Source: an optimization exercise on an open RTL-to-GDS flow (aim: small area). Production flows keep margins and buffers that such runs may drop. No functional check of the RTL was part of any run shown here. Power and IR drop assume default switching activity.

<file path="flow/config.mk">
export PLATFORM = sky130hd
export DESIGN_NAME = gfe
export DESIGN_NICKNAME = gfe
export VERILOG_FILES = /design/flow/design.v
export SDC_FILE = /design/flow/constraint.sdc
export NUM_CORES = 4
export LEC_CHECK = 0
export ABC_AREA = 1
export CAP_MARGIN = 20
export CORE_MARGIN = 2
export CORE_UTILIZATION = 40
export CTS_BUF_LIST = sky130_fd_sc_hd__clkbuf_4
export PLACE_DENSITY = 0.6
export SLEW_MARGIN = 20
</file>
<file path="flow/constraint.sdc">
create_clock -name core_clock -period 10.0 [get_ports {clk}]
set_input_delay 2.0000 -clock core_clock [delete_from_list [all_inputs] [get_ports {clk}]]
set_output_delay 2.0000 -clock core_clock [all_outputs]
set_load 0.01 [all_outputs]
</file>
<file path="flow/design.v">
module gfe (
    input  wire        clk,
    input  wire        rst,           
    input  wire        cfg_mode,      
    input  wire [3:0]  cfg_base_col,  
    input  wire        in_valid,
    output wire        in_ready,
    input  wire [7:0]  in_data,
    output wire        out_valid,
    input  wire        out_ready,
    output reg  [7:0]  out_data,
    input  wire        stat_rd,
    input  wire [7:0]  stat_addr,
    output reg         stat_rvalid,
    output reg  [31:0] stat_rdata
);
    localparam [2:0] S_LISTEN = 3'd0,
                     S_ACCUM  = 3'd1,
                     S_RENDER = 3'd2,
                     S_ACK    = 3'd3,
                     S_DIAG   = 3'd4,
                     S_FAULT  = 3'd5;
    localparam [7:0] T_NET_ACCEPTED = 8'h18,
                     T_NET_DATA     = 8'h19,
                     T_NET_READ_ERR = 8'h1A,
                     T_NET_WR_DONE  = 8'h1B,
                     T_NET_WR_ERR   = 8'h1C,
                     T_DISP_OK      = 8'h28,
                     T_DISP_ERR     = 8'h29;
    localparam [127:0] DIAG_TEXT = "DISPLAY I/O FAIL";
    reg  [2:0]  state;
    reg  [4:0]  step;
    reg  [1:0]  dstep;
    reg  [5:0]  offset;
    reg  [2:0]  cause;
    reg  [39:0] fr;
    reg         fc;          
    reg         fz;          
    reg         rp;          
    reg         mode;
    reg  [3:0]  base_col;
    wire        fault = state[2];
    reg  [319:0] rb;
    reg  [5:0]   ph;
    reg         req_pending;
    reg  [7:0]  cnt;
    reg         d_len;       
    reg         d_data;      
    wire first  = cnt[7];
    wire second = !cnt[7] && cnt[4:0] == 5'd0;
    wire glyph  = (state == S_RENDER) && !step[4] && !step[3];
    wire rowb   = glyph && !first && !second;
    wire aligned = ph == ({1'b0, step[2:0], 2'b00} + {3'b000, step[2:0]});
    wire [2:0] lane = 3'd0 - cnt[2:0];
    wire [7:0] x0 = rb[319:312], x1 = rb[311:304], x2 = rb[303:296],
               x3 = rb[295:288], x4 = rb[287:280];
    wire [4:0] row = {x0[lane], x1[lane], x2[lane], x3[lane], x4[lane]};
    reg  last;
    always @(*) begin
        out_data = 8'h00;
        last     = 1'b0;
        case (state)
            S_LISTEN: begin
                out_data = 8'h10;
                last     = 1'b1;
            end
            S_ACCUM: begin
                out_data = first ? 8'h11 : {2'b00, 6'd40 - offset};
                last     = !first;
            end
            S_RENDER:
                if (glyph) begin
                    out_data = first ? 8'h22 : second ? {5'd0, step[2:0]} : {3'd0, row};
                    last     = !first && cnt[3];
                end else if (!step[0]) begin
                    out_data = first ? 8'h23 : second ? {4'd0, base_col + {2'b00, step[2:1]}}
                                                      : {7'd0, step[4]};
                    last     = !first && cnt[0];
                end else begin
                    out_data = first ? 8'h24 : {5'd0, step[4], step[2:1]};
                    last     = !first;
                end
            S_ACK: begin
                out_data = first ? 8'h12 : 8'h41;
                last     = !first;
            end
            default:    
                if (dstep == 2'd0) begin
                    out_data = 8'h20;
                    last     = 1'b1;
                end else if (dstep == 2'd1) begin
                    out_data = first ? 8'h23 : 8'h00;
                    last     = !first && cnt[0];
                end else begin
                    out_data = first ? 8'h21 : second ? 8'h10
                             : DIAG_TEXT[8*(5'd16 - cnt[4:0]) +: 8];
                    last     = !first && cnt[4];
                end
        endcase
    end
    assign out_valid = req_pending && (!rowb || aligned);
    wire   out_fire  = out_valid && out_ready;
    wire   ph0      = ph == 6'd0;
    wire   step23   = state == S_RENDER && step == 5'd23;
    assign in_ready = !req_pending && !(d_data && !fault && ph != offset)
                                   && !(step23 && !ph0);
    wire   in_fire  = in_valid && in_ready;
    integer j;
    reg [31:0] frames;
    always @(*)
        for (j = 0; j < 32; j = j + 1)
            frames[j] = fr[39 - j];
    always @(*) begin
        case (stat_addr)
            8'h00:   stat_rdata = {9'd0, dstep, step, 2'b00, offset, 1'b0, cause, fault, state};
            8'h01:   stat_rdata = fz ? 32'd0 : frames;
            8'h02:   stat_rdata = {24'd0, base_col, 3'b000, mode};
            default: stat_rdata = 32'd0;
        endcase
    end
    always @(*) stat_rvalid = rp && ph0;
    always @(posedge clk) rp <= !rst && (stat_rd || (rp && !ph0));
    wire wr = in_fire && d_data && !fault;
    always @(posedge clk) begin
        rb <= {rb[311:0], wr ? in_data : rb[319:312]};
        ph <= (rst || ph == 6'd39) ? 6'd0 : ph + 6'd1;
    end
    wire inc = in_fire && !d_data && !d_len && in_data == T_DISP_OK && step23;
    wire cin = ph0 ? inc : fc;
    always @(posedge clk) begin
        fr <= {fr[38:0], !fz && (fr[39] ^ cin)};
        fc <= fr[39] && cin;
        fz <= rst || (fz && ph != 6'd39);
    end
    wire [5:0] need = 6'd40 - offset;
    always @(posedge clk) begin
        if (rst) begin
            state       <= S_LISTEN;
            step        <= 5'd0;
            dstep       <= 2'd0;
            offset      <= 6'd0;
            cause       <= 3'd0;
            mode        <= cfg_mode;
            base_col    <= cfg_base_col;
            req_pending <= 1'b1;
            cnt         <= 8'hFF;
            d_len       <= 1'b0;
            d_data      <= 1'b0;
        end else begin
            if (out_fire)
                cnt <= last ? 8'hFF : cnt + 8'd1;
            if (out_fire && last)
                req_pending <= 1'b0;
            if (in_fire) begin
                if (d_data) begin
                    cnt <= cnt + 8'd1;
                    if (!fault)
                        offset <= offset + 6'd1;
                    if (cnt == 8'hFE) begin
                        d_data <= 1'b0;
                        if (!fault) begin
                            req_pending <= 1'b1;
                            if (offset == 6'd39)
                                state <= S_RENDER;
                        end
                    end
                end else if (d_len) begin
                    d_len  <= 1'b0;
                    d_data <= in_data != 8'd0;
                    cnt    <= ~in_data;
                    if (!fault) begin
                        if (state != S_ACCUM) begin
                            cause <= 3'd7; state <= S_FAULT;
                        end else if (in_data == 8'd0) begin
                            cause <= (offset == 6'd0) ? 3'd1 : 3'd2; state <= S_FAULT;
                        end else if (in_data > {2'b00, need}) begin
                            cause <= 3'd3; state <= S_FAULT;
                        end
                    end
                end else if (in_data == T_NET_DATA) begin
                    d_len <= 1'b1;
                end else if (fault) begin
                    if (state == S_DIAG && in_data == T_DISP_OK) begin
                        dstep <= dstep + 2'd1;
                        if (dstep == 2'd2) state <= S_FAULT;
                        else               req_pending <= 1'b1;
                    end else if (state == S_DIAG && in_data == T_DISP_ERR) begin
                        state <= S_FAULT;
                    end
                end else begin
                    case (state)
                        S_LISTEN:
                            if (in_data == T_NET_ACCEPTED) begin
                                state <= S_ACCUM; req_pending <= 1'b1;
                            end else begin
                                cause <= 3'd7; state <= S_FAULT;
                            end
                        S_ACCUM:
                            if (in_data == T_NET_READ_ERR) begin
                                cause <= 3'd4; state <= S_FAULT;
                            end else begin
                                cause <= 3'd7; state <= S_FAULT;
                            end
                        S_RENDER:
                            if (in_data == T_DISP_OK) begin
                                req_pending <= 1'b1;
                                if (step == 5'd23) begin
                                    step   <= 5'd0;
                                    if (mode) begin
                                        state  <= S_ACK;
                                    end else begin
                                        state  <= S_ACCUM;
                                        offset <= 6'd0;
                                    end
                                end else begin
                                    step <= step + 5'd1;
                                end
                            end else if (in_data == T_DISP_ERR) begin
                                cause <= 3'd6; state <= S_DIAG; req_pending <= 1'b1;
                            end else begin
                                cause <= 3'd7; state <= S_FAULT;
                            end
                        default:  
                            if (in_data == T_NET_WR_DONE) begin
                                state <= S_ACCUM; offset <= 6'd0; req_pending <= 1'b1;
                            end else if (in_data == T_NET_WR_ERR) begin
                                cause <= 3'd5; state <= S_FAULT;
                            end else begin
                                cause <= 3'd7; state <= S_FAULT;
                            end
                    endcase
                end
            end
        end
    end
endmodule
</file>
<file path="flow/run.sh">
#!/bin/bash
# synth_recipe.tcl (not shown) runs the flow's synth.tcl, then flattens the netlist and writes it again
# the make line also repeats each setting of config.mk as NAME=value (left out here)
make -C /OpenROAD-flow-scripts/flow DESIGN_CONFIG=/design/flow/config.mk WORK_HOME=/design/flow/orfs CLKGATE_MAP_FILE= SYNTH_SCRIPT=/design/flow/synth_recipe.tcl finish
</file>
==> results of run 1 <==
## power by group through the flow
stage	Clock [W]	Sequential [W]	Combinational, W
2_1_floorplan	0	0.00168	0.000147
3_3_place_gp	0	0.00169	0.000211
3_5_place_dp	0	0.00169	0.000210
4_1_cts	0.00133	0.00165	0.000211
5_1_grt	0.00141	0.00166	0.000240
6_report	0.00127	0.00166	0.000214
## flip-flops by register name (all words and copies together) (netlist names), 4 cells and up
name and count:
rb 320, step 5, cnt 8, fr 40, base_col 4, offset 6, ph 6
## worst max-delay path, stage by stage (launching register included)
cell	delay, ns
dfxtp_1	0.33
clkinv_1	0.65
ha_1	0.55
xnor2_1	0.77
inv_1	0.38
o221ai_1	0.22
nand3_1	0.17
nand2_1	0.09
nand2_1	0.05
nand3_1	0.15
clkdlybuf4s50_1	0.56
## kinds of logic after synthesis
group | synth area share
DFF | 0.668
other | 0.000308
adders and majority gates | 0.0253
and+or+nand+nor | 0.175
xor gates and xnor gates | 0.0144
AOI/OAI and AO/OA | 0.0720
buffers and inverters | 0.0447
## final cells by class
type | count | area, um^2
flip-flops and latches | 404 | 8140
inverters | 107 | 405
multi-input cells | 694 | 3490
clock inverters | 26 | 144
fillers | 2878 | 15400
clock buffers | 140 | 1050
diodes | 1 | 2.50
well taps | 390 | 488
repair buffers | 70 | 693
## metrics by stage
stage	instances	hold WS (ns)	worst slack, ns	power (W)	instance area, um^2
floorplan	1232	0.310	4.83	0.00183	12200
global placement	1665	0.310	3.58	0.00190	13200
detailed placement	1665	0.312	3.51	0.00190	13200
CTS	1831	0.287	3.32	0.00320	14400
global route	1832	0.297	2.94	0.00331	14400
finish	1832	0.279	3.37	0.00314	14400
## Yosys cell counts, types with 5 or more instances
| library cell | n |
|---|---|
| clkbuf_1 | 11 |
| nand3_1 | 69 |
| ha_1 | 23 |
| xor2_1 | 16 |
| edfxtp_1 | 5 |
| o211ai_1 | 8 |
| nor2_2 | 9 |
| o21ai_0 | 56 |
| nand2_1 | 261 |
| nor2_1 | 111 |
| dfxtp_1 | 399 |
| o22ai_1 | 9 |
| nand4_1 | 15 |
| inv_1 | 93 |
| nor3_1 | 9 |
| nor4_1 | 6 |
| o21ai_2 | 9 |
| a21oi_1 | 50 |
| inv_2 | 8 |
| buf_4 | 5 |
| buf_2 | 9 |
## worst min-delay path by stage
stage | startpoint | end | slack (ns) | cells past startpoint
2_1_floorplan | fr[0] | fr[1] | 0.31 | 0
3_3_place_gp | rb[93] | rb[101] | 0.31 | 0
3_5_place_dp | rb[145] | rb[153] | 0.31 | 0
4_1_cts | rb[248] | rb[256] | 0.29 | 0
5_1_grt | rb[52] | rb[60] | 0.30 | 0
6_report | rb[248] | rb[256] | 0.28 | 0
## routing by layer
| metal | wire, um | vias to the layer above |
|---|---|---|
| met4 | 533 | 0 |
| met1 | 13400 | 4045 |
| li1 | - | 4310 |
| met3 | 2000 | 41 |
| met5 | 0 | - |
| met2 | 11100 | 265 |
==> impl_metrics.py, run 1 <==
metrics = {
    "pwr": {
        "seq_power_share": 0.526,
        "power.share.clock": 0.405,
        "leakage_nw": 6.09,
        "p_int_w": 0.00238,
        "swShare": 0.244,
        "switchingPower_w": 0.000767,
        "irDropWorstVdd_uv": 119,
        "power.density_mw_per_mm2": 218,
        "power_frac_comb": 0.068,
    },
    "layout": {
        "area_delta_synth_final_pct": 18.4,
        "layout_common_cells": "399 x dfxtp_1, 261 x nand2_1, 140 x clkbuf_4",
        "final_nets": 1422,
        "final_common_cell": "dfxtp_1",
        "fin_util": 0.484,
        "drive_gt1_frac": 0.135,
    },
    "floorplanning": {
        "dieHeight_um": 178,
        "rows": 63,
        "io_pins": 69,
        "die_x_um": 178,
        "core_mm2": 0.0298,
        "dieArea_mm2": 0.0318,
        "initial_core_util": 0.409,
    },
    "setup_path": {
        "start_kind": "flop",
        "arrival_ns": 4.63,
        "endpoint": "out_data[3]",
        "criticalPathCategory": "flop to output pin",
        "r2r_slack_ns": 6.88,
        "cp-startpoint": "cnt[0]",
        "critical_path_required_ns": 8.00,
        "r2r-end": "cause[0]",
        "ff2ff_path_depth": 16,
        "endpoint_kind": "output pin",
        "regToRegStartpoint": "offset[0]",
        "path_max_fanout": 28,
    },
    "grt": {
        "track_usage": 0.173,
        "grt.busiest_layer": "met1",
        "grt_max_degree": 29,
        "grtUsageMet3": 0.0561,
        "grtUsageMet2": 0.237,
        "grt_pass1_wl_um": 42400,
        "antenna_found_initial": 1,
        "grt_pass1_vias": 8091,
        "grt_use_met1": 0.253,
        "gr-total-overflow": 0,
    },
    "timing": {
        "period_needed_ns": 6.63,
        "period_share": 0.663,
        "fmax_mhz": 151,
        "drv_slew": 0,
        "setup_violations": 0,
        "relSlewSlack": 0.345,
        "tightest_slew_ns": 0.975,
        "hold_viol": 0,
        "finalSetupTns_ns": 0,
        "clock_skew_ns": 0.0690,
        "rsz0062_at_grt": "no",
    },
    "clocking": {
        "cts_buffers": 95,
        "root_buffer": "clkbuf_4",
        "htreeDepth": 3,
        "tritoncts": "yes",
        "cts.sinks": 404,
        "clkTransAtPathRegs_ns": 0.07,
        "clk_latency_ns": 0.75,
        "hold_buffers": 0,
        "cts_setup_buffers": 0,
        "cts_buffer_depth": 3,
        "post_cts_resized": 0,
    },
    "logic_synthesis": {
        "yosys_warnings": 1,
        "syn_avg_cell_area_um2": 9.88,
        "seq_area_frac_synth": 0.668,
        "netlist_instances": 1232,
        "syn-num-nets": 1282,
        "synth.largest_area_cell": "dfxtp_1",
        "synth_enable_flop_cells": 5,
        "yosysUniqueCellTypes": 50,
        "yosys-top-cells-area": "dfxtp_1 66%, nand2_1 8.0%, nor2_1 3.4%",
        "ys_seq_elements": 404,
        "yosys.area.top_type_share": 0.656,
        "syn_area_mm2": 0.0122,
        "ys_async_sr_fraction": 0,
        "synth_flop_cell": "dfxtp_1",
    },
    "drt": {
        "vias": 8661,
        "routed_via_density": 4.73,
        "wirelength_um": 27000,
        "postRouteAntennaNets": 0,
        "post_drt_wl_per_cell_um": 14.7,
        "drtIter0Drc": 659,
        "dr.pass1.iters": 5,
        "drc": 0,
    },
    "placed_design": {
        "gp_congestion": 0.879,
        "hpwlAfterDp_um": 18200,
        "port_buffers": 67,
    },
    "run_status": {
        "status": "finished clean",
    },
    "flow_run": {
        "drv_cap": 0,
    },
    "worst_hold_path": {
        "hold_path.class": "flop to flop",
    },
}
==> run 2: changes to the inputs <==
--- a/flow/config.mk
+++ b/flow/config.mk
@@ -9,6 +9,6 @@
 export CAP_MARGIN = 20
 export CORE_MARGIN = 2
-export CORE_UTILIZATION = 40
-export CTS_BUF_LIST = sky130_fd_sc_hd__clkbuf_4
-export PLACE_DENSITY = 0.6
+export CORE_UTILIZATION = 65
+export CTS_BUF_LIST = sky130_fd_sc_hd__clkbuf_2 sky130_fd_sc_hd__clkbuf_4
+export PLACE_DENSITY = 0.75
 export SLEW_MARGIN = 20
==> impl_metrics.py, run 2 <==
metrics = {
    "drt": {
        "postRouteAntennaNets": 0,
        "vias": 8750,
        "routed_via_density": 5.22,
        "drtIter0Drc": 863,
        "dr.pass1.iters": 6,
        "wirelength_um": 26800,
        "post_drt_wl_per_cell_um": 16.0,
        "drc": 0,
    },
    "clocking": {
        "tritoncts": "yes",
        "clkTransAtPathRegs_ns": 0.06,
        "post_cts_resized": 0,
        "cts.sinks": 404,
        "cts_buffers": 91,
        "root_buffer": "clkbuf_4",
        "cts_setup_buffers": 0,
        "clk_latency_ns": 0.72,
        "htreeDepth": 3,
        "cts_buffer_depth": 3,
        "hold_buffers": 0,
    },
    "layout": {
        "fin_util": 0.767,
        "final_cell_area_mm2": 0.0142,
        "area_delta_synth_final_pct": 16.7,
        "layout_common_cells": "399 x dfxtp_1, 261 x nand2_1, 131 x clkbuf_4",
        "final_common_cell": "dfxtp_1",
        "final_nets": 1416,
        "regMostFlops": "rb",
        "drive_gt1_frac": 0.131,
        "final.fill_count": 1289,
        "reg.largest.list": "rb x320, fr x40, cnt x8",
        "largest_register_ffs": 320,
        "fin_cells": 1675,
    },
    "logic_synthesis": {
        "ys_async_sr_fraction": 0,
        "netlist_top_cells_count": "399 x dfxtp_1, 261 x nand2_1, 111 x nor2_1, 93 x inv_1, 69 x nand3_1",
        "yosysUniqueCellTypes": 50,
        "seq_area_frac_synth": 0.668,
        "synth_enable_flop_cells": 5,
        "yosysMostFrequentCell": "dfxtp_1",
        "yosys-top-cells-area": "dfxtp_1 66%, nand2_1 8.0%, nor2_1 3.4%",
        "syn-num-nets": 1282,
        "yosys.area.top_type_share": 0.656,
        "netlist_instances": 1232,
        "yosys_warnings": 1,
        "ys_seq_elements": 404,
        "syn_area_mm2": 0.0122,
        "synth_flop_cell": "dfxtp_1",
        "syn_avg_cell_area_um2": 9.88,
        "synth.largest_area_cell": "dfxtp_1",
    },
    "timing": {
        "hold_viol": 0,
        "relSlewSlack": 0.276,
        "period_share": 0.685,
        "fmax_mhz": 146,
        "rsz0062_at_grt": "no",
        "period_needed_ns": 6.85,
        "clock_skew_ns": 0.0285,
        "drv_slew": 0,
        "tightest_slew_ns": 1.08,
        "finalSetupTns_ns": 0,
        "setup_violations": 0,
    },
    "floorplanning": {
        "io_pins": 69,
        "initial_core_util": 0.657,
        "dieArea_mm2": 0.0198,
        "die_x_um": 141,
        "dieHeight_um": 141,
        "core_mm2": 0.0185,
        "rows": 50,
    },
    "grt": {
        "grt_max_degree": 29,
        "track_usage": 0.278,
        "grt_pass1_wl_um": 43200,
        "antenna_found_initial": 1,
        "grt_pass1_vias": 8556,
        "gr-total-overflow": 0,
    },
    "setup_path": {
        "critical_path_required_ns": 8.00,
        "arrival_ns": 4.85,
        "cp-startpoint": "cnt[0]",
        "regToRegStartpoint": "cnt[0]",
        "r2r_slack_ns": 6.59,
        "path_max_fanout": 28,
        "r2r-end": "cnt[1]",
        "criticalPathCategory": "flop to output pin",
        "ff2ff_path_depth": 13,
        "endpoint_kind": "output pin",
        "start_kind": "flop",
        "endpoint": "out_data[1]",
    },
    "pwr": {
        "switchingPower_w": 0.000783,
        "power.share.clock": 0.403,
        "seq_power_share": 0.528,
        "power.density_mw_per_mm2": 221,
        "power_frac_comb": 0.068,
        "irDropWorstVdd_uv": 173,
        "swShare": 0.250,
        "p_int_w": 0.00235,
        "leakage_nw": 6.07,
        "finalPower_w": 0.00313,
    },
    "worst_hold_path": {
        "hold_path.class": "flop to flop",
        "holdPathStages": 0,
    },
    "placed_design": {
        "gp_congestion": 0.980,
        "placed_cells": 1507,
        "hpwlAfterDp_um": 17800,
        "postPlaceCellArea_mm2": 0.0130,
        "port_buffers": 67,
    },
    "flow_run": {
        "drv_cap": 0,
    },
    "run_status": {
        "status": "finished clean",
    },
}
run 2: cell counts after synthesis:
No cell type changed its count.
run 2: layout make-up:
type                            count  area (um^2)  share of cell area
Antenna cell                        2         5.00            0.000352
Clock buffer                      131          983              0.0692
Clock inverter                     35          210              0.0148
Inverter                          107          405              0.0285
Multi-Input combinational cell    694         3490               0.246
Sequential cell                   404         8140               0.573
Tap cell                          234          293              0.0206
Timing Repair Buffer               68          678              0.0477
run 2: kinds of logic after synthesis:
kind of cell             share of synthesized area
XOR/XNOR                                    0.0144
adder cells (fa/ha/maj)                     0.0253
AO/OA/AOI/OAI                               0.0720
buffers and inverters                       0.0447
flip-flops                                   0.668
AND/OR/NAND/NOR                              0.175
other                                     0.000308
run 2: per-stage QoR:
stage | worst slack (ns) | hold slack [ns]
5_1_grt | 2.76 | 0.315
4_1_cts | 3.23 | 0.297
3_5_place_dp | 3.44 | 0.312
2_1_floorplan | 4.83 | 0.310
6_report | 3.15 | 0.313
3_3_place_gp | 3.17 | 0.310
run 2: critical path, cell delays in order (launching register included):
cell	delay (ns)
dfxtp_1	0.31
buf_4	0.30
clkinv_1	0.72
ha_1	0.54
xnor2_1	0.75
inv_1	0.36
o21ai_0	0.16
nand2_1	0.10
nand2_1	0.06
nand2_1	0.05
nand2_1	0.06
nand2_1	0.05
nand2_1	0.12
clkdlybuf4s50_1	0.55
run 2: routing by layer:
layer  vias to the layer above  GRT usage  wire [um]  share of wire
met2                       380      0.440      12100           0.45
met3                        71     0.0628       2110          0.079
li1                       4303          -          -              -
met1                      3996      0.375      11800           0.44
met5                         -          0          0              0
met4                         0      0.106        729          0.027
run 2: worst min path at each step:
stage	from	endpoint	slack (ns)
floorplan	fr[0]	fr[1]	0.31
global placement	rb[122]	rb[130]	0.31
detailed placement	rb[93]	rb[101]	0.31
CTS	fr[0]	fr[1]	0.30
global route	fr[0]	fr[1]	0.31
finish	rb[71]	rb[79]	0.31
run 2: power by group through the flow:
stage	Clock, W	Combinational (W)	Sequential (W)
floorplan	0	0.000147	0.00168
global placement	0	0.000202	0.00169
detailed placement	0	0.000205	0.00169
CTS	0.00130	0.000209	0.00166
global route	0.00138	0.000236	0.00166
finish	0.00126	0.000214	0.00166
==> run 3: changes to the inputs <==
==> flow/config.mk (replaced) <==
export PLATFORM = sky130hd
export DESIGN_NAME = gfe
export DESIGN_NICKNAME = gfe
export VERILOG_FILES = /design/flow/design.v
export SDC_FILE = /design/flow/constraint.sdc
export NUM_CORES = 4
export LEC_CHECK = 0
export CAP_MARGIN = 20
export CORE_MARGIN = 2
export CORE_UTILIZATION = 40
export CTS_BUF_LIST = sky130_fd_sc_hd__clkbuf_16
export CTS_CLUSTER_DIAMETER = 80
export CTS_CLUSTER_SIZE = 30
export PLACE_DENSITY = 0.6
export SLEW_MARGIN = 20
==> impl_metrics.py, run 3 <==
metrics = {
    "grt": {
        "antenna_found_initial": 0,
        "grt_pass1_vias": 6640,
        "grt_pass1_wl_um": 36900,
        "grt_max_degree": 37,
        "track_usage": 0.150,
        "gr-total-overflow": 0,
    },
    "clocking": {
        "cts_buffer_depth": 3,
        "htreeDepth": 1,
        "clkTransAtPathRegs_ns": 0.12,
        "cts_buffers": 17,
        "cts_setup_buffers": 0,
        "cts.sinks": 404,
        "hold_buffers": 0,
        "post_cts_resized": 0,
        "tritoncts": "yes",
        "clk_latency_ns": 0.52,
        "root_buffer": "clkbuf_16",
    },
    "logic_synthesis": {
        "synth_flop_cell": "dfxtp_1",
        "yosys-top-cells-area": "dfxtp_1 67%, ha_1 2.4%, mux4_2 1.9%",
        "synth_enable_flop_cells": 5,
        "syn-num-nets": 1021,
        "netlist_instances": 971,
        "seq_area_frac_synth": 0.682,
        "yosysUniqueCellTypes": 77,
        "ys_async_sr_fraction": 0,
        "yosysMostFrequentCell": "dfxtp_1",
        "syn_avg_cell_area_um2": 12.3,
        "syn_area_mm2": 0.0119,
        "ys_seq_elements": 404,
        "netlist_top_cells_count": "399 x dfxtp_1, 50 x nand2_1, 49 x nor2_1, 40 x a21oi_1, 32 x clkbuf_1",
        "synth.largest_area_cell": "dfxtp_1",
        "yosys.area.top_type_share": 0.669,
        "yosys_warnings": 1,
    },
    "layout": {
        "final_nets": 1065,
        "largest_register_ffs": 320,
        "fin_util": 0.455,
        "final_cell_area_mm2": 0.0134,
        "layout_common_cells": "399 x dfxtp_1, 67 x clkdlybuf4s50_1, 50 x nand2_1",
        "area_delta_synth_final_pct": 12.3,
        "regMostFlops": "rb",
        "drive_gt1_frac": 0.0561,
        "diodes": 0,
        "reg.largest.list": "rb x320, fr x40, cnt x8",
        "final_common_cell": "dfxtp_1",
    },
    "timing": {
        "period_share": 0.676,
        "hold_viol": 0,
        "setup_violations": 0,
        "finalSetupTns_ns": 0,
        "relSlewSlack": 0.345,
        "drv_slew": 0,
        "tightest_slew_ns": 0.979,
        "clock_skew_ns": 0.0201,
        "fin_ws_ns": 3.24,
        "fmax_mhz": 148,
        "period_needed_ns": 6.76,
        "rsz0062_at_grt": "no",
    },
    "drt": {
        "postRouteAntennaNets": 0,
        "routed_via_density": 5.06,
        "post_drt_wl_per_cell_um": 16.6,
        "dr.pass1.iters": 5,
        "drc": 0,
        "drtIter0Drc": 621,
        "wirelength_um": 23300,
        "vias": 7109,
    },
    "flow_run": {
        "drv_cap": 0,
    },
    "placed_design": {
        "post-place-ws_ns": 3.28,
        "postPlaceCellArea_mm2": 0.0130,
        "port_buffers": 67,
        "gp_congestion": 0.847,
        "hpwlAfterDp_um": 15800,
    },
    "setup_path": {
        "cpMaxStageDelayCell": "nor2_1",
        "max_stage_delay_ns": 0.75,
        "cp-startpoint": "stat_addr[6]",
        "r2r_slack_ns": 6.66,
        "start_kind": "input port",
        "arrival_ns": 4.76,
        "path_max_fanout": 16,
        "ff2ff_path_depth": 10,
        "crit_top_cell": "clkdlybuf4s50_1",
        "criticalPathCategory": "input port to output pin",
        "critical_path_required_ns": 8.00,
        "endpoint_kind": "output pin",
        "regToRegStartpoint": "cnt[0]",
        "r2r-end": "cnt[2]",
        "path_cells": "clkdlybuf4s50_1, nor4_1, nand2_1, or2_2, nor2_1, a22o_1, clkdlybuf4s50_1",
    },
    "pwr": {
        "leakage_nw": 5.13,
        "p_int_w": 0.00197,
        "switchingPower_w": 0.000511,
        "seq_power_share": 0.657,
        "power.share.clock": 0.308,
        "power_frac_comb": 0.035,
        "irDropWorstVdd_uv": 155,
        "power.density_mw_per_mm2": 185,
        "swShare": 0.206,
    },
    "floorplanning": {
        "io_pins": 69,
        "initial_core_util": 0.405,
        "rows": 63,
        "dieHeight_um": 177,
        "core_mm2": 0.0295,
        "die_x_um": 177,
        "dieArea_mm2": 0.0312,
    },
    "worst_hold_path": {
        "holdPathStages": 0,
        "hp-start": "rb[29]",
        "min_delay_worst_endpoint": "rb[37]",
        "hold_path.class": "flop to flop",
    },
    "run_status": {
        "status": "finished clean",
    },
}
==> run 3: cell count changes in the layout (fill, tap and decap cells not counted), sizes merged, moves of 33 or more <==
cell and delta:
nand2 -215, clkbuf -114, inv -75, nor2 -74, nand3 -49, o21ai -39
clkinv -33
==> run 3: logic make-up (layout without fill, tap and decap cells) <==
| family | count (synthesis) | count (layout) | share of synthesized area |
|---|---|---|---|
| muxes | 36 | 36 | 0.0414 |
| xor gates and xnor gates | 33 | 33 | 0.0242 |
| adders and majority gates | 24 | 24 | 0.0258 |
| buffers and inverters | 78 | 123 | 0.0266 |
| and+or+nand+nor | 234 | 234 | 0.107 |
| DFF | 404 | 404 | 0.682 |
| other | 1 | 1 | 0.000314 |
| AOI/OAI and AO/OA | 161 | 161 | 0.0927 |
==> run 3: layer usage <==
layer	vias to the layer above	share of wire	global-route usage	wire [um]
met5	-	0	0	0
met4	0	0.022	0.0444	514
met3	35	0.053	0.0230	1240
met2	216	0.42	0.215	9790
met1	3414	0.50	0.231	11800
li1	3444	-	-	-
==> run 3: area by class of cell <==
class,instances,area [um^2]
fill,2754,16100
sequential,404,8140
multi-input combinational,489,3500
timing repair buffer,74,723
tap,390,488
clock buffer,17,425
inverter,29,109
clock inverter,3,25.0
==> run 3: power by group through the flow <==
stage / clock network (W) / logic (W) / registers [W]
floorplan: 0 / 0.0000580 / 0.00166
global placement: 0 / 0.0000848 / 0.00167
detailed placement: 0 / 0.0000857 / 0.00167
CTS: 0.000797 / 0.0000861 / 0.00163
global route: 0.000855 / 0.0000950 / 0.00163
finish: 0.000764 / 0.0000867 / 0.00163
==> run 3: worst max-delay path, delay by kind of cell <==
family,cells,cell delay (ns)
compound gates,1,0.27
buf+inv,2,0.98
simple gates,4,1.50
==> run 3: worst max-delay path by stage <==
stage                     slack [ns]             end
after floorplan                 4.55  stat_rdata[10]
after global placement          3.35  stat_rdata[22]
after detailed placement        3.28  stat_rdata[11]
after CTS                       3.28  stat_rdata[11]
after global routing            3.13   stat_rdata[3]
final                           3.24  stat_rdata[11]
==> run 3: per-stage QoR <==
step	hold WS [ns]	instances	total power (W)
2_1_floorplan	0.310	971	0.00172
3_3_place_gp	0.310	1386	0.00175
3_5_place_dp	0.312	1386	0.00175
4_1_cts	0.325	1406	0.00251
5_1_grt	0.327	1406	0.00258
6_report	0.318	1406	0.00248
==> run 4: changes to the inputs <==
--- a/flow/config.mk
+++ b/flow/config.mk
@@ -9,7 +9,7 @@
 export CORE_MARGIN = 2
 export CORE_UTILIZATION = 40
-export CTS_BUF_LIST = sky130_fd_sc_hd__clkbuf_16
-export CTS_CLUSTER_DIAMETER = 80
-export CTS_CLUSTER_SIZE = 30
+export CTS_BUF_LIST = sky130_fd_sc_hd__clkbuf_8
+export CTS_CLUSTER_DIAMETER = 60
+export CTS_CLUSTER_SIZE = 20
 export PLACE_DENSITY = 0.6
 export SLEW_MARGIN = 20
==> impl_metrics.py, run 4 <==
metrics = {
    "layout": {
        "area_delta_synth_final_pct": 12.1,
        "layout_common_cells": "399 x dfxtp_1, 67 x clkdlybuf4s50_1, 50 x nand2_1",
        "final_common_cell": "dfxtp_1",
        "regArea_mm2": 0.00814,
        "drive_gt1_frac": 0.0680,
        "multi_input_area_mm2": 0.00350,
        "largest_register_ffs": 320,
        "diodes": 0,
        "final.fill_count": 2773,
        "final_nets": 1073,
        "fin_util": 0.454,
        "reg.largest.list": "rb x320, fr x40, cnt x8",
        "regMostFlops": "rb",
    },
    "logic_synthesis": {
        "ys_async_sr_fraction": 0,
        "netlist_instances": 971,
        "netlist_top_cells_count": "399 x dfxtp_1, 50 x nand2_1, 49 x nor2_1, 40 x a21oi_1, 32 x clkbuf_1",
        "yosys_warnings": 1,
        "yosysMostFrequentCell": "dfxtp_1",
        "syn_avg_cell_area_um2": 12.3,
        "synth.largest_area_cell": "dfxtp_1",
        "yosys-top-cells-area": "dfxtp_1 67%, ha_1 2.4%, mux4_2 1.9%",
        "synth_flop_cell": "dfxtp_1",
        "seq_area_frac_synth": 0.682,
        "yosysUniqueCellTypes": 77,
        "synth_enable_flop_cells": 5,
        "syn_area_mm2": 0.0119,
        "ys_seq_elements": 404,
        "yosys.area.top_type_share": 0.669,
        "syn-num-nets": 1021,
    },
    "placed_design": {
        "hpwlAfterDp_um": 15800,
        "post-place-ws_ns": 3.28,
        "gp_congestion": 0.847,
        "port_buffers": 67,
    },
    "floorplanning": {
        "dieHeight_um": 177,
        "die_x_um": 177,
        "rows": 63,
        "dieArea_mm2": 0.0312,
        "core_mm2": 0.0295,
        "initial_core_util": 0.405,
        "io_pins": 69,
    },
    "timing": {
        "clock_skew_ns": 0.0166,
        "fmax_mhz": 148,
        "setup_violations": 0,
        "drv_slew": 0,
        "period_share": 0.675,
        "rsz0062_at_grt": "no",
        "fin_hold_ws_ns": 0.329,
        "relSlewSlack": 0.349,
        "finalSetupTns_ns": 0,
        "period_needed_ns": 6.75,
        "fin_ws_ns": 3.25,
        "tightest_slew_ns": 0.973,
        "hold_viol": 0,
    },
    "drt": {
        "post_drt_wl_per_cell_um": 16.4,
        "postRouteAntennaNets": 0,
        "drc": 0,
        "vias": 7143,
        "dr.pass1.iters": 5,
        "drtIter0Drc": 554,
        "wirelength_um": 23300,
        "routed_via_density": 5.03,
    },
    "setup_path": {
        "ff2ff_path_depth": 10,
        "crit_cells": 7,
        "cpMaxStageDelayCell": "nor2_1",
        "path_max_fanout": 16,
        "r2r_slack_ns": 6.65,
        "crit_top_cell": "clkdlybuf4s50_1",
        "max_stage_delay_ns": 0.75,
        "arrival_ns": 4.75,
        "critical_path_required_ns": 8.00,
        "regToRegStartpoint": "cnt[0]",
        "start_kind": "input port",
        "crit_family": "simple AND/OR/NAND/NOR gates",
        "r2r-end": "cnt[2]",
        "endpoint_kind": "output pin",
        "cp_num_buf_inv": 2,
        "path_cells": "clkdlybuf4s50_1, nor4_1, nand2_1, or2_2, nor2_1, a22o_1, clkdlybuf4s50_1",
        "criticalPathCategory": "input port to output pin",
    },
    "grt": {
        "antenna_found_initial": 0,
        "track_usage": 0.150,
        "grt_pass1_vias": 6705,
        "grt_max_degree": 37,
        "grt_pass1_wl_um": 36900,
        "gr-total-overflow": 0,
    },
    "clocking": {
        "hold_buffers": 0,
        "cts.sinks": 404,
        "tritoncts": "yes",
        "root_buffer": "clkbuf_8",
        "cts_buffer_depth": 3,
        "post_cts_resized": 0,
        "cts_buffers": 25,
        "cts_setup_buffers": 0,
        "clk_latency_ns": 0.58,
        "htreeDepth": 1,
        "clkTransAtPathRegs_ns": 0.11,
    },
    "flow_run": {
        "drv_cap": 0,
    },
    "pwr": {
        "leakage_nw": 5.11,
        "irDropWorstVdd_uv": 156,
        "power.density_mw_per_mm2": 182,
        "finalPower_w": 0.00244,
    },
    "worst_hold_path": {
        "min_delay_worst_endpoint": "rb[99]",
        "holdPathStages": 0,
        "hold_path.class": "flop to flop",
        "hp-start": "rb[91]",
    },
    "run_status": {
        "status": "finished clean",
    },
}
-- run 4: changes by cell type in the layout (fill, tap and decap cells not counted) --
| cell | previous run | this run |
|---|---|---|
| clkbuf_8 | 0 | 25 |
| clkinv_8 | 1 | 0 |
| inv_6 | 0 | 1 |
| clkbuf_16 | 17 | 0 |
| bufinv_16 | 0 | 1 |
| clkinvlp_4 | 0 | 3 |
| inv_8 | 0 | 1 |
-- run 4: how the worst max path moves through the flow --
stage | start | endpoint | slack (ns)
2_1_floorplan | stat_addr[7] | stat_rdata[10] | 4.55
3_3_place_gp | stat_addr[7] | stat_rdata[22] | 3.35
3_5_place_dp | stat_addr[6] | stat_rdata[11] | 3.28
4_1_cts | stat_addr[7] | stat_rdata[11] | 3.28
5_1_grt | stat_addr[7] | stat_rdata[3] | 3.13
6_report | stat_addr[6] | stat_rdata[11] | 3.25
-- run 4: final cells by class --
type,count,share of cell area
well taps,390,0.0365
flip-flops and latches,404,0.608
multi-input cells,489,0.261
clock inverters,8,0.00608
clock buffers,25,0.0257
repair buffers,74,0.0541
inverters,29,0.00814
-- run 4: per-layer routing --
| metal | global-route usage | wire length, um | vias up |
|---|---|---|---|
| met2 | 0.214 | 9780 | 215 |
| met3 | 0.0260 | 1430 | 34 |
| met5 | 0 | 0 | - |
| li1 | - | - | 3455 |
| met1 | 0.229 | 11500 | 3439 |
| met4 | 0.0451 | 579 | 0 |
-- run 4: cells by family (layout without fill, tap and decap cells) --
logic type	after synthesis	count (layout)	share of synthesized area
compound gates	161	161	0.0927
xor+xnor	33	33	0.0242
fa+ha+maj	24	24	0.0258
buf+inv	78	136	0.0266
flops	404	404	0.682
mux	36	36	0.0414
other cells	1	1	0.000314
simple gates	234	234	0.107
-- run 4: where the power goes --
group | internal (W) | total [W] | switching (W)
Sequential | 0.00162 | 0.00163 | 0.0000114
Clock | 0.000262 | 0.000721 | 0.000459
Combinational | 0.0000383 | 0.0000866 | 0.0000483
-- run 4: stage by stage --
stage,cell area (um^2),instances
6_report,13400,1419
5_1_grt,13400,1419
4_1_cts,13400,1419
3_5_place_dp,13000,1386
3_3_place_gp,12900,1386
2_1_floorplan,11900,971
==> run 5: changes to the inputs <==
==> flow/flow/run.sh (new file) <==
#!/bin/bash
# Own layout flow: the standard ORFS flow (standard.sh) with two changes:
#  - ports are buffered with the smallest buffer (buf_1) instead of the default choice;
#  - CTS builds the clock tree from mid-size clock buffers without dummy loads.
# Each step's full log is in orfs/logs/; make's output goes to standard.log.
set -euo pipefail
export BUFFER_PORTS_ARGS="-buffer_cell sky130_fd_sc_hd__buf_1"
export CTS_ARGS="-sink_clustering_enable -repair_clock_nets -dont_use_dummy_load -buf_list sky130_fd_sc_hd__clkbuf_16 -sink_clustering_size 30 -sink_clustering_max_diameter 80"
bash standard.sh > standard.log 2>&1
==> flow/standard.sh (new file) <==
#!/bin/bash
# synth_recipe.tcl (not shown) runs the flow's synth.tcl, then flattens the netlist and writes it again
# the make line also repeats each setting of config.mk as NAME=value (left out here)
make -C /OpenROAD-flow-scripts/flow DESIGN_CONFIG=/design/flow/config.mk WORK_HOME=/design/flow/orfs CLKGATE_MAP_FILE= SYNTH_SCRIPT=/design/flow/synth_recipe.tcl "${@:-finish}"
--- a/flow/config.mk
+++ b/flow/config.mk
@@ -9,7 +9,4 @@
 export CORE_MARGIN = 2
 export CORE_UTILIZATION = 40
-export CTS_BUF_LIST = sky130_fd_sc_hd__clkbuf_8
-export CTS_CLUSTER_DIAMETER = 60
-export CTS_CLUSTER_SIZE = 20
 export PLACE_DENSITY = 0.6
 export SLEW_MARGIN = 20
removed: flow/run.sh
==> impl_metrics.py, run 5 <==
metrics = {
    "logic_synthesis": {
        "synth_enable_flop_cells": 5,
        "syn-num-nets": 1021,
        "synth.largest_area_cell": "dfxtp_1",
        "yosys-top-cells-area": "dfxtp_1 67%, ha_1 2.4%, mux4_2 1.9%",
        "netlist_top_cells_count": "399 x dfxtp_1, 50 x nand2_1, 49 x nor2_1, 40 x a21oi_1, 32 x clkbuf_1",
        "yosysUniqueCellTypes": 77,
        "syn_avg_cell_area_um2": 12.3,
        "seq_area_frac_synth": 0.682,
        "syn_area_mm2": 0.0119,
        "yosys_warnings": 1,
        "yosysMostFrequentCell": "dfxtp_1",
        "netlist_instances": 971,
        "synth_flop_cell": "dfxtp_1",
        "yosys.area.top_type_share": 0.669,
        "ys_seq_elements": 404,
        "ys_async_sr_fraction": 0,
    },
    "placed_design": {
        "postPlaceCellArea_mm2": 0.0125,
        "port_buffers": 67,
        "hpwlAfterDp_um": 15600,
        "post-place-ws_ns": 4.03,
        "gp_congestion": 0.859,
    },
    "timing": {
        "fin_ws_ns": 3.95,
        "relSlewSlack": 0.334,
        "rsz0062_at_grt": "no",
        "fmax_mhz": 165,
        "finalSetupTns_ns": 0,
        "clock_skew_ns": 0.0579,
        "period_share": 0.605,
        "period_needed_ns": 6.05,
        "hold_viol": 0,
        "setup_violations": 0,
        "tightest_slew_ns": 0.995,
        "drv_slew": 0,
    },
    "drt": {
        "drc": 0,
        "wirelength_um": 23000,
        "post_drt_wl_per_cell_um": 16.3,
        "postRouteAntennaNets": 0,
        "drtIter0Drc": 658,
        "vias": 7048,
        "dr.pass1.iters": 5,
        "routed_via_density": 5.02,
    },
    "worst_hold_path": {
        "hold_path.class": "flop to flop",
        "hp-start": "fr[18]",
    },
    "setup_path": {
        "r2r-end": "offset[5]",
        "regToRegStartpoint": "ph[0]",
        "r2r_slack_ns": 6.88,
        "criticalPathCategory": "input port to output pin",
        "endpoint": "stat_rdata[2]",
        "endpoint_kind": "output pin",
        "path_max_fanout": 16,
        "cp-startpoint": "stat_addr[7]",
        "arrival_ns": 4.05,
        "ff2ff_path_depth": 8,
        "critical_path_required_ns": 8.00,
        "start_kind": "input port",
    },
    "floorplanning": {
        "io_pins": 69,
        "dieHeight_um": 177,
        "rows": 63,
        "core_mm2": 0.0295,
        "initial_core_util": 0.405,
        "dieArea_mm2": 0.0312,
        "die_x_um": 177,
    },
    "pwr": {
        "leakage_nw": 4.96,
        "power.density_mw_per_mm2": 191,
        "irDropWorstVdd_uv": 123,
    },
    "layout": {
        "area_delta_synth_final_pct": 8.81,
        "regMostFlops": "rb",
        "diodes": 0,
        "layout_common_cells": "399 x dfxtp_1, 67 x buf_1, 50 x nand2_1",
        "final_common_cell": "dfxtp_1",
        "reg.largest.list": "rb x320, fr x40, cnt x8",
        "drive_gt1_frac": 0.0562,
        "final.fill_count": 2834,
        "final_nets": 1067,
        "largest_register_ffs": 320,
        "final_cell_area_mm2": 0.0130,
    },
    "clocking": {
        "hold_buffers": 0,
        "cts_buffers": 18,
        "clk_latency_ns": 0.52,
        "cts.sinks": 404,
        "htreeDepth": 1,
        "post_cts_resized": 0,
        "cts_buffer_depth": 3,
        "root_buffer": "clkbuf_16",
        "tritoncts": "yes",
        "cts_setup_buffers": 0,
        "clkTransAtPathRegs_ns": 0.10,
    },
    "grt": {
        "grt_max_degree": 37,
        "grt_pass1_vias": 6474,
        "gr-total-overflow": 0,
        "track_usage": 0.145,
        "grt_pass1_wl_um": 35800,
        "antenna_found_initial": 1,
    },
    "flow_run": {
        "drv_cap": 0,
    },
    "run_status": {
        "status": "finished clean",
    },
}
==> run 5: cell types whose count changed in the layout (fill, tap and decap cells not counted), sizes merged <==
cell | before | now
clkinvlp | 3 | 0
inv | 32 | 29
buf | 7 | 75
clkdlybuf4s50 | 67 | 0
bufinv | 1 | 0
clkbuf | 25 | 18
clkinv | 1 | 0
==> run 5: layout make-up <==
| cell class | instances | area [um^2] | share of cell area |
|---|---|---|---|
| timing repair buffer | 75 | 312 | 0.0240 |
| tap | 390 | 488 | 0.0376 |
| inverter | 29 | 109 | 0.00838 |
| sequential | 404 | 8140 | 0.626 |
| multi-input combinational | 489 | 3500 | 0.269 |
| clock buffer | 18 | 450 | 0.0347 |
==> run 5: where the power goes <==
part	total, W	switching [W]	leakage (nW)	internal (W)
Sequential	0.00163	0.00000928	3.26	0.00162
Clock	0.000770	0.000445	0.222	0.000325
Combinational	0.0000793	0.0000496	1.48	0.0000297
Total	0.00248	0.000504	4.96	0.00197
==> run 5: kinds of logic after synthesis <==
logic type / after synthesis / share of synthesized area
xor gates and xnor gates: 33 / 0.0242
buffers and inverters: 78 / 0.0266
and+or+nand+nor: 234 / 0.107
muxes: 36 / 0.0414
DFF: 404 / 0.682
other: 1 / 0.000314
AOI/OAI and AO/OA: 161 / 0.0927
adders and majority gates: 24 / 0.0258
==> run 5: worst min-delay path by stage <==
stage	cells after the start	slack, ns	endpoint
floorplan	0	0.31	fr[1]
global placement	0	0.31	rb[41]
detailed placement	0	0.31	fr[7]
CTS	0	0.31	fr[19]
global route	0	0.30	fr[19]
finish	0	0.31	fr[19]
==> run 5: through the flow <==
stage	total power, W	instances	hold WS [ns]	util
detailed placement	0.00174	1387	0.312	0.425
floorplan	0.00172	971	0.310	-
global route	0.00257	1405	0.304	0.441
global placement	0.00174	1387	0.310	0.425
CTS	0.00251	1405	0.312	0.441
finish	0.00248	1405	0.311	0.441
==> run 5: worst max-delay path: stages <==
cell and delay [ns]:
buf_1 0.07, nor4_1 0.31, nand2_1 0.13, or2_2 0.33, nor2_1 0.76, a22o_1 0.28, buf_1 0.16
==> run 5: routing by layer <==
| layer | up-vias | track usage | part of all wire |
|---|---|---|---|
| met5 | - | 0 | 0.00087 |
| met4 | 2 | 0.0375 | 0.024 |
| met3 | 43 | 0.0307 | 0.062 |
| met2 | 188 | 0.208 | 0.42 |
| met1 | 3376 | 0.220 | 0.50 |
| li1 | 3439 | - | - |
==> run 6: changes to the inputs <==
--- a/flow/flow/run.sh
+++ b/flow/flow/run.sh
@@ -6,4 +6,4 @@
 set -euo pipefail
 export BUFFER_PORTS_ARGS="-buffer_cell sky130_fd_sc_hd__buf_1"
-export CTS_ARGS="-sink_clustering_enable -repair_clock_nets -dont_use_dummy_load -buf_list sky130_fd_sc_hd__clkbuf_16 -sink_clustering_size 30 -sink_clustering_max_diameter 80"
+export CTS_ARGS="-sink_clustering_enable -repair_clock_nets -dont_use_dummy_load -buf_list sky130_fd_sc_hd__clkbuf_8 -sink_clustering_size 20 -sink_clustering_max_diameter 60"
 bash standard.sh > standard.log 2>&1
==> impl_metrics.py, run 6 <==
metrics = {
    "run_status": {
        "status": "finished clean",
    },
    "logic_synthesis": {
        "yosys.area.top_type_share": 0.669,
        "ys_async_sr_fraction": 0,
        "seq_area_frac_synth": 0.682,
        "synth_enable_flop_cells": 5,
        "yosysMostFrequentCell": "dfxtp_1",
        "syn_avg_cell_area_um2": 12.3,
        "yosysUniqueCellTypes": 77,
        "yosys_warnings": 1,
        "syn-num-nets": 1021,
        "netlist_instances": 971,
        "ys_seq_elements": 404,
        "yosys-top-cells-area": "dfxtp_1 67%, ha_1 2.4%, mux4_2 1.9%",
        "syn_area_mm2": 0.0119,
        "synth_flop_cell": "dfxtp_1",
        "synth.largest_area_cell": "dfxtp_1",
        "netlist_top_cells_count": "399 x dfxtp_1, 50 x nand2_1, 49 x nor2_1, 40 x a21oi_1, 32 x clkbuf_1",
    },
    "clocking": {
        "post_cts_resized": 0,
        "cts_buffer_depth": 3,
        "cts.sinks": 404,
        "root_buffer": "clkbuf_8",
        "tritoncts": "yes",
        "htreeDepth": 1,
        "clkTransAtPathRegs_ns": 0.10,
        "hold_buffers": 0,
        "clk_latency_ns": 0.60,
        "cts_buffers": 26,
        "cts_setup_buffers": 0,
    },
    "setup_path": {
        "path_max_fanout": 16,
        "start_kind": "input port",
        "max_stage_delay_ns": 0.75,
        "critical_path_required_ns": 8.00,
        "arrival_ns": 4.03,
        "regToRegStartpoint": "step[0]",
        "criticalPathCategory": "input port to output pin",
        "path_cells": "buf_1, nor4_1, nand2_1, or2_2, nor2_1, a22o_1, buf_1",
        "endpoint_kind": "output pin",
        "r2r-end": "offset[5]",
        "ff2ff_path_depth": 7,
        "cpMaxStageDelayCell": "nor2_1",
        "crit_top_cell": "buf_1",
        "r2r_slack_ns": 6.96,
    },
    "floorplanning": {
        "die_x_um": 177,
        "dieArea_mm2": 0.0312,
        "initial_core_util": 0.405,
        "rows": 63,
        "core_mm2": 0.0295,
        "dieHeight_um": 177,
        "io_pins": 69,
    },
    "timing": {
        "setup_violations": 0,
        "fmax_mhz": 166,
        "period_needed_ns": 6.03,
        "relSlewSlack": 0.348,
        "tightest_slew_ns": 0.974,
        "fin_ws_ns": 3.97,
        "period_share": 0.603,
        "clock_skew_ns": 0.0683,
        "drv_slew": 0,
        "fin_hold_ws_ns": 0.283,
        "rsz0062_at_grt": "no",
        "hold_viol": 0,
        "finalSetupTns_ns": 0,
    },
    "drt": {
        "vias": 7105,
        "wirelength_um": 22900,
        "drc": 0,
        "postRouteAntennaNets": 0,
        "dr.pass1.iters": 5,
        "post_drt_wl_per_cell_um": 16.2,
        "routed_via_density": 5.03,
        "drtIter0Drc": 743,
    },
    "layout": {
        "layout_common_cells": "399 x dfxtp_1, 67 x buf_1, 50 x nand2_1",
        "largest_register_ffs": 320,
        "final_nets": 1075,
        "final.fill_count": 2830,
        "reg.largest.list": "rb x320, fr x40, cnt x8",
        "regMostFlops": "rb",
        "final_common_cell": "dfxtp_1",
        "drive_gt1_frac": 0.0635,
        "diodes": 0,
        "area_delta_synth_final_pct": 8.04,
    },
    "placed_design": {
        "hpwlAfterDp_um": 15600,
        "post-place-ws_ns": 4.03,
        "port_buffers": 67,
        "gp_congestion": 0.859,
    },
    "worst_hold_path": {
        "min_delay_worst_endpoint": "rb[270]",
        "hold_path.class": "flop to flop",
        "hp-start": "rb[262]",
        "holdPathStages": 0,
    },
    "pwr": {
        "power.density_mw_per_mm2": 184,
        "leakage_nw": 4.93,
        "irDropWorstVdd_uv": 107,
    },
    "grt": {
        "gr-total-overflow": 0,
        "track_usage": 0.146,
        "grt_pass1_vias": 6582,
        "grt_max_degree": 37,
        "grt_pass1_wl_um": 36000,
        "antenna_found_initial": 1,
    },
    "flow_run": {
        "drv_cap": 0,
    },
}
run 6: cell counts after synthesis:
No cell type changed its count.
run 6: power breakdown:
| group | switching (W) | leakage, nW | total [W] | internal, W |
|---|---|---|---|---|
| Combinational | 0.0000494 | 1.48 | 0.0000791 | 0.0000297 |
| Sequential | 0.00000919 | 3.26 | 0.00163 | 0.00162 |
| Clock | 0.000436 | 0.187 | 0.000669 | 0.000233 |
| Total | 0.000495 | 4.93 | 0.00237 | 0.00188 |
run 6: final cells by class:
cell class	count	area, um^2	share of cell area
clock buffer	26	358	0.0277
inverter	29	109	0.00844
multi-input combinational	489	3500	0.271
sequential	404	8140	0.631
tap	390	488	0.0378
timing repair buffer	75	312	0.0242
run 6: kinds of logic (layout without fill, tap and decap cells):
kind of cell | after synthesis | in the layout | share of synthesized area
and+or+nand+nor | 234 | 234 | 0.107
buffers and inverters | 78 | 130 | 0.0266
muxes | 36 | 36 | 0.0414
other | 1 | 1 | 0.000314
adders and majority gates | 24 | 24 | 0.0258
DFF | 404 | 404 | 0.682
AOI/OAI and AO/OA | 161 | 161 | 0.0927
xor gates and xnor gates | 33 | 33 | 0.0242
run 6: worst max path at each step:
stage / start / end / slack (ns) / depth (start not counted)
2_1_floorplan: stat_addr[7] / stat_rdata[10] / 4.55 / 6
3_3_place_gp: stat_addr[7] / stat_rdata[11] / 4.20 / 7
3_5_place_dp: stat_addr[7] / stat_rdata[2] / 4.03 / 7
4_1_cts: stat_addr[7] / stat_rdata[2] / 4.01 / 7
5_1_grt: stat_addr[7] / stat_rdata[22] / 3.74 / 7
6_report: stat_addr[7] / stat_rdata[2] / 3.97 / 7
run 6: critical path: cells and delay by family:
kind	cells	cell delay, ns
buf+inv	2	0.23
compound gates	1	0.28
simple gates	4	1.52
run 6: metrics by stage:
step	power (W)	instances	utilization	instance area [um^2]
after global placement	0.00174	1387	0.425	12500
after detailed placement	0.00174	1387	0.425	12500
after floorplan	0.00172	971	-	11900
after global routing	0.00248	1413	0.438	12900
final	0.00237	1413	0.438	12900
after CTS	0.00241	1413	0.437	12900
run 6: metal layers:
metal	vias to the layer above	part of all wire	GRT usage
li1	3447	-	-
met1	3407	0.49	0.220
met2	200	0.42	0.207
met3	49	0.063	0.0316
met4	2	0.030	0.0448
met5	-	0.00057	0
==> run 7: changes to the inputs <==
==> flow/flow/run.sh (replaced) <==
#!/bin/bash
# Own layout flow: the standard ORFS flow (standard.sh) with three changes:
#  - after the standard synthesis, the combinational cells are mapped again
#    with an area-oriented ABC script (flow/area.abc); the flip-flops, their
#    names and cell types are kept as the standard synthesis made them, and
#    the new netlist is proved equivalent to the old one before it is used;
#  - ports are buffered with the smallest buffer (buf_1);
#  - CTS builds the clock tree from clkbuf_8 without dummy loads.
# Logs: synth.log, unmap.log, resyn.log, equiv.log, standard.log here, and
# each ORFS step's full log under orfs/logs/.
set -euo pipefail
export BUFFER_PORTS_ARGS="-buffer_cell sky130_fd_sc_hd__buf_1"
export CTS_ARGS="-sink_clustering_enable -repair_clock_nets -dont_use_dummy_load -buf_list sky130_fd_sc_hd__clkbuf_8 -sink_clustering_size 20 -sink_clustering_max_diameter 60"
LIB=$FLOW_HOME/platforms/sky130hd/lib/sky130_fd_sc_hd__tt_025C_1v80.lib
R=orfs/results/sky130hd/gfe/base

bash standard.sh synth > synth.log 2>&1

mkdir -p resyn
cp $R/1_2_yosys.v resyn/std.v
python3 flow/unmap.py $LIB resyn/std.v resyn/conv.v > unmap.log 2>&1
cat > resyn/resyn.ys <<EOT
read_liberty -lib $LIB
read_verilog resyn/conv.v
hierarchy -top gfe
proc
opt -purge
techmap
opt -fast -purge
abc -liberty $LIB -dont_use *lpflow* -dont_use *probe* -script $PWD/flow/area.abc
opt_clean -purge
hilomap -singleton -hicell sky130_fd_sc_hd__conb_1 HI -locell sky130_fd_sc_hd__conb_1 LO
insbuf -buf sky130_fd_sc_hd__buf_4 A X
splitnets
opt_clean -purge
stat -liberty $LIB
write_verilog -noattr -noexpr -nohex -nodec resyn/new.v
EOT
yosys -s resyn/resyn.ys > resyn.log 2>&1
cat > resyn/equiv.ys <<EOT
read_liberty -ignore_miss_func -ignore_miss_dir $LIB
read_verilog resyn/std.v
rename gfe gold
read_verilog resyn/new.v
rename gfe gate
hierarchy -check
flatten gold gate
opt_clean
rename -hide gold/w:_* gate/w:_*
equiv_make gold gate eq
hierarchy -top eq
equiv_simple -seq 3
equiv_induct
equiv_status -assert
EOT
if timeout 900 yosys -s resyn/equiv.ys > equiv.log 2>&1; then
  echo "equivalent: using the remapped netlist" >> equiv.log
  cp resyn/new.v $R/1_2_yosys.v
  rm -f $R/1_synth.odb $R/1_synth.sdc
else
  echo "not proved equivalent: keeping the standard netlist" >> equiv.log
fi

bash standard.sh > standard.log 2>&1
==> flow/flow/area.abc (new file) <==
strash
&get -n
&fraig -x
&put
scorr
dc2
dretime
strash
&get -n
&dch -f
&nf -R 1000 -p
&put
mfs3 -a
==> flow/flow/unmap.py (new file) <==
#!/usr/bin/env python3
"""Turn the combinational cells of a mapped sky130hd netlist back into assign
statements, keeping sequential cells (flip-flops) as instances, so that the
combinational logic can be mapped again.  usage: unmap.py LIB IN.v OUT.v"""
import re, sys

def parse_lib(path):
    cells = {}
    txt = open(path).read()
    for m in re.finditer(r'\n\s*cell\s*\(\s*"?([\w]+)"?\s*\)\s*\{', txt):
        name = m.group(1)
        # find matching brace
        i = m.end(); depth = 1
        while depth:
            c = txt[i]
            if c == '{': depth += 1
            elif c == '}': depth -= 1
            i += 1
        body = txt[m.end():i]
        seq = bool(re.search(r'\n\s*(ff|latch|statetable)\s*\(', body))
        outs = {}
        for pm in re.finditer(r'\n\s*pin\s*\(\s*"?(\w+)"?\s*\)\s*\{', body):
            j = pm.end(); depth = 1
            while depth:
                c = body[j]
                if c == '{': depth += 1
                elif c == '}': depth -= 1
                j += 1
            pbody = body[pm.end():j]
            d = re.search(r'direction\s*:\s*"?(\w+)"?', pbody)
            f = re.search(r'\n\s*function\s*:\s*"([^"]*)"', pbody)
            if d and d.group(1) == 'output' and f:
                outs[pm.group(1)] = f.group(1)
        cells[name] = (seq, outs)
    return cells

def main():
    lib, src, dst = sys.argv[1:4]
    cells = parse_lib(lib)
    txt = open(src).read()
    out = []
    # statements end with ';'
    stmts = re.split(r'(?<=;)', txt)
    n_comb = n_keep = 0
    for st in stmts:
        s = st.strip()
        m = re.match(r'(sky130_fd_sc_hd__\w+)\s+(\S+)\s*\((.*)\)\s*;$', s, re.S)
        if not m:
            out.append(st); continue
        cell, inst, conns = m.groups()
        seq, outs = cells[cell]
        if seq or not outs and not cell.startswith('sky130_fd_sc_hd__conb'):
            out.append(st); n_keep += 1; continue
        pins = {}
        for pm in re.finditer(r'\.(\w+)\s*\(\s*((?:\\\S+\s)|[^()]*?)\s*\)', conns):
            pins[pm.group(1)] = pm.group(2).strip()
        if cell.startswith('sky130_fd_sc_hd__conb'):
            if 'HI' in pins and pins['HI']: out.append('\n  assign %s = 1\'b1;' % fix(pins['HI']))
            if 'LO' in pins and pins['LO']: out.append('\n  assign %s = 1\'b0;' % fix(pins['LO']))
            n_comb += 1; continue
        for o, f in outs.items():
            if o not in pins or not pins[o]: continue
            expr = re.sub(r'\b([A-Za-z_]\w*)\b', lambda mm: '(' + fix(pins[mm.group(1)]) + ')', f)
            expr = expr.replace('!', '~')
            out.append('\n  assign %s = %s;' % (fix(pins[o]), expr))
        n_comb += 1
    open(dst, 'w').write(''.join(out))
    print('comb cells unmapped:', n_comb, 'cells kept:', n_keep, file=sys.stderr)

def fix(net):
    # escaped identifiers need a trailing space
    if net.startswith('\\') and not net.endswith(' '):
        return net + ' '
    return net

main()
==> impl_metrics.py, run 7 <==
metrics = {
    "run_status": {
        "status": "finished clean",
    },
    "timing": {
        "drv_slew": 0,
        "setup_violations": 0,
        "hold_viol": 0,
        "relSlewSlack": 0.302,
        "period_needed_ns": 5.92,
        "fmax_mhz": 169,
        "period_share": 0.592,
        "rsz0062_at_grt": "no",
        "finalSetupTns_ns": 0,
        "clock_skew_ns": 0.0494,
        "tightest_slew_ns": 1.04,
    },
    "grt": {
        "grt_max_degree": 44,
        "gr-total-overflow": 0,
        "grt_pass1_vias": 6244,
        "track_usage": 0.148,
        "antenna_found_initial": 0,
        "grt_pass1_wl_um": 34100,
    },
    "floorplanning": {
        "core_mm2": 0.0270,
        "die_x_um": 170,
        "dieHeight_um": 170,
        "rows": 60,
        "io_pins": 69,
        "dieArea_mm2": 0.0288,
        "initial_core_util": 0.407,
    },
    "pwr": {
        "power.density_mw_per_mm2": 200,
        "irDropWorstVdd_uv": 164,
        "leakage_nw": 4.40,
    },
    "clocking": {
        "htreeDepth": 1,
        "cts_buffers": 25,
        "clk_latency_ns": 0.58,
        "tritoncts": "yes",
        "cts.sinks": 404,
        "hold_buffers": 0,
        "clkTransAtPathRegs_ns": 0.11,
        "cts_buffer_depth": 3,
        "post_cts_resized": 0,
        "root_buffer": "clkbuf_8",
        "cts_setup_buffers": 0,
    },
    "flow_run": {
        "drv_cap": 0,
    },
    "worst_hold_path": {
        "hold_path.class": "flop to flop",
        "hp-start": "rb[234]",
        "holdPathStages": 0,
        "min_delay_worst_endpoint": "rb[242]",
    },
    "layout": {
        "multi_input_area_mm2": 0.00275,
        "drive_gt1_frac": 0.0319,
        "largest_register_ffs": 320,
        "reg.largest.list": "rb x320, fr x40, cnt x8",
        "regArea_mm2": 0.00814,
        "final.fill_count": 2539,
        "final_nets": 1032,
        "layout_common_cells": "399 x dfxtp_1, 86 x nand2_1, 66 x buf_1",
        "diodes": 0,
        "regMostFlops": "rb",
        "final_common_cell": "dfxtp_1",
        "area_delta_synth_final_pct": 9.67,
        "final_cell_area_mm2": 0.0120,
    },
    "logic_synthesis": {
        "syn_area_mm2": 0.0110,
        "netlist_instances": 908,
        "syn-num-nets": 934,
        "syn_avg_cell_area_um2": 12.1,
        "yosys_warnings": 1,
    },
    "placed_design": {
        "port_buffers": 67,
        "postPlaceCellArea_mm2": 0.0117,
        "hpwlAfterDp_um": 14600,
        "gp_congestion": 0.859,
    },
    "setup_path": {
        "max_stage_delay_ns": 0.76,
        "ff2ff_path_depth": 12,
        "arrival_ns": 3.92,
        "cpMaxStageDelayCell": "nor2_1",
        "path_max_fanout": 17,
        "path_cells": "nor2_1, xor2_1, clkinv_1, nand2_1, nand2_1, o22ai_1, o31ai_1, or4_1, buf_1",
        "critical_path_required_ns": 8.00,
        "start_kind": "flop",
        "crit_top_cell": "nand2_1",
        "endpoint_kind": "output pin",
        "r2r_slack_ns": 6.28,
        "r2r-end": "offset[1]",
        "criticalPathCategory": "flop to output pin",
        "regToRegStartpoint": "offset[4]",
    },
    "drt": {
        "wirelength_um": 21600,
        "vias": 6846,
        "drc": 0,
        "post_drt_wl_per_cell_um": 16.1,
        "drtIter0Drc": 647,
        "routed_via_density": 5.09,
        "dr.pass1.iters": 6,
        "postRouteAntennaNets": 0,
    },
}
run 7: final cells by class:
| class | instances | area share |
|---|---|---|
| repair buffers | 72 | 0.0241 |
| clock buffers | 25 | 0.0286 |
| inverters | 20 | 0.00624 |
| well taps | 341 | 0.0355 |
| flip-flops and latches | 404 | 0.677 |
| multi-input cells | 483 | 0.229 |
run 7: report_power, final:
group	internal, W	total [W]	switching, W
Sequential	0.00162	0.00164	0.0000176
Clock	0.000225	0.000664	0.000438
Combinational	0.0000320	0.0000956	0.0000636
run 7: metrics by stage:
| stage | worst slack, ns | total power, W | hold WS, ns | util | instances |
|---|---|---|---|---|---|
| floorplan | 3.04 | 0.00173 | 0.310 | - | 908 |
| global placement | 4.68 | 0.00177 | 0.310 | 0.433 | 1320 |
| detailed placement | 4.66 | 0.00177 | 0.312 | 0.433 | 1320 |
| CTS | 4.05 | 0.00242 | 0.306 | 0.446 | 1345 |
| global route | 3.74 | 0.00249 | 0.307 | 0.446 | 1345 |
| finish | 4.08 | 0.00240 | 0.307 | 0.446 | 1345 |
run 7: worst max-delay path by stage:
stage,from,end
finish,cnt[0],out_data[0]
global route,cnt[0],out_data[2]
CTS,cnt[0],out_data[0]
detailed placement,stat_addr[3],stat_rdata[3]
global placement,stat_addr[3],stat_rdata[3]
floorplan,stat_addr[3],stat_rdata[10]
run 7: critical path: cells and delay by family, from the launching register on:
| family | cells | cell delay [ns] |
|---|---|---|
| AND/OR/NAND/NOR | 4 | 1.52 |
| buffers and inverters | 2 | 0.53 |
| XOR/XNOR | 1 | 0.59 |
| AO/OA/AOI/OAI | 2 | 0.23 |
| flip-flops | 1 | 0.48 |
run 7: layer usage:
layer	vias up	GRT usage	wire length (um)
li1	3368	-	-
met5	-	0	0
met1	3254	0.236	11500
met2	194	0.202	8490
met3	30	0.0289	1210
met4	0	0.0390	435

## static timing again, ports no longer ideal
The results above use ideal ports. As a check the final layouts listed here were re-extracted and re-timed, cells and wires unchanged. Step 1 (the two cells are an assumption about what drives the block):
set clk [get_ports {clk}]
set_driving_cell -lib_cell sky130_fd_sc_hd__clkbuf_16 $clk
set_driving_cell -lib_cell sky130_fd_sc_hd__buf_2 [delete_from_list [all_inputs] $clk]
Step 2 moves the port delays by t, midway between the first and last clock arrival at a register: inputs arrive t later, outputs are due t later. That takes back most of the time a late clock gives input paths. Slacks: ideal ports / drivers / drivers and shift; pairs: ideal ports / drivers.
| run | t (ns) | setup slack, ns | hold slack, ns | worst register clock-pin slew, ns | cell pins on the clock port's net |
|---|---|---|---|---|---|
| run 1 | 0.764 | 3.373 / 3.327 / 3.497 | 0.279 / 0.279 / 0.279 | 0.08 / 0.08 | 1 |
| run 2 | 0.751 | 3.153 / 3.110 / 3.430 | 0.313 / 0.313 / 0.313 | 0.08 / 0.08 | 1 |
| run 3 | 0.559 | 3.236 / 3.204 / 3.204 | 0.318 / 0.318 / 0.318 | 0.12 / 0.12 | 1 |
| run 4 | 0.617 | 3.249 / 3.216 / 3.216 | 0.329 / 0.329 / 0.329 | 0.12 / 0.12 | 1 |
| run 5 | 0.545 | 3.947 / 3.916 / 3.916 | 0.311 / 0.311 / 0.311 | 0.11 / 0.11 | 1 |
| run 6 | 0.609 | 3.968 / 3.937 / 3.937 | 0.283 / 0.283 / 0.283 | 0.11 / 0.11 | 1 |
| run 7 | 0.597 | 4.079 / 4.038 / 4.634 | 0.307 / 0.307 / 0.307 | 0.12 / 0.12 | 1 |
After both steps setup and hold are still met in every run listed. For run 4, which loses most, drivers alone change the setup slack by -0.033 ns; drivers and shift together by -0.033 ns.
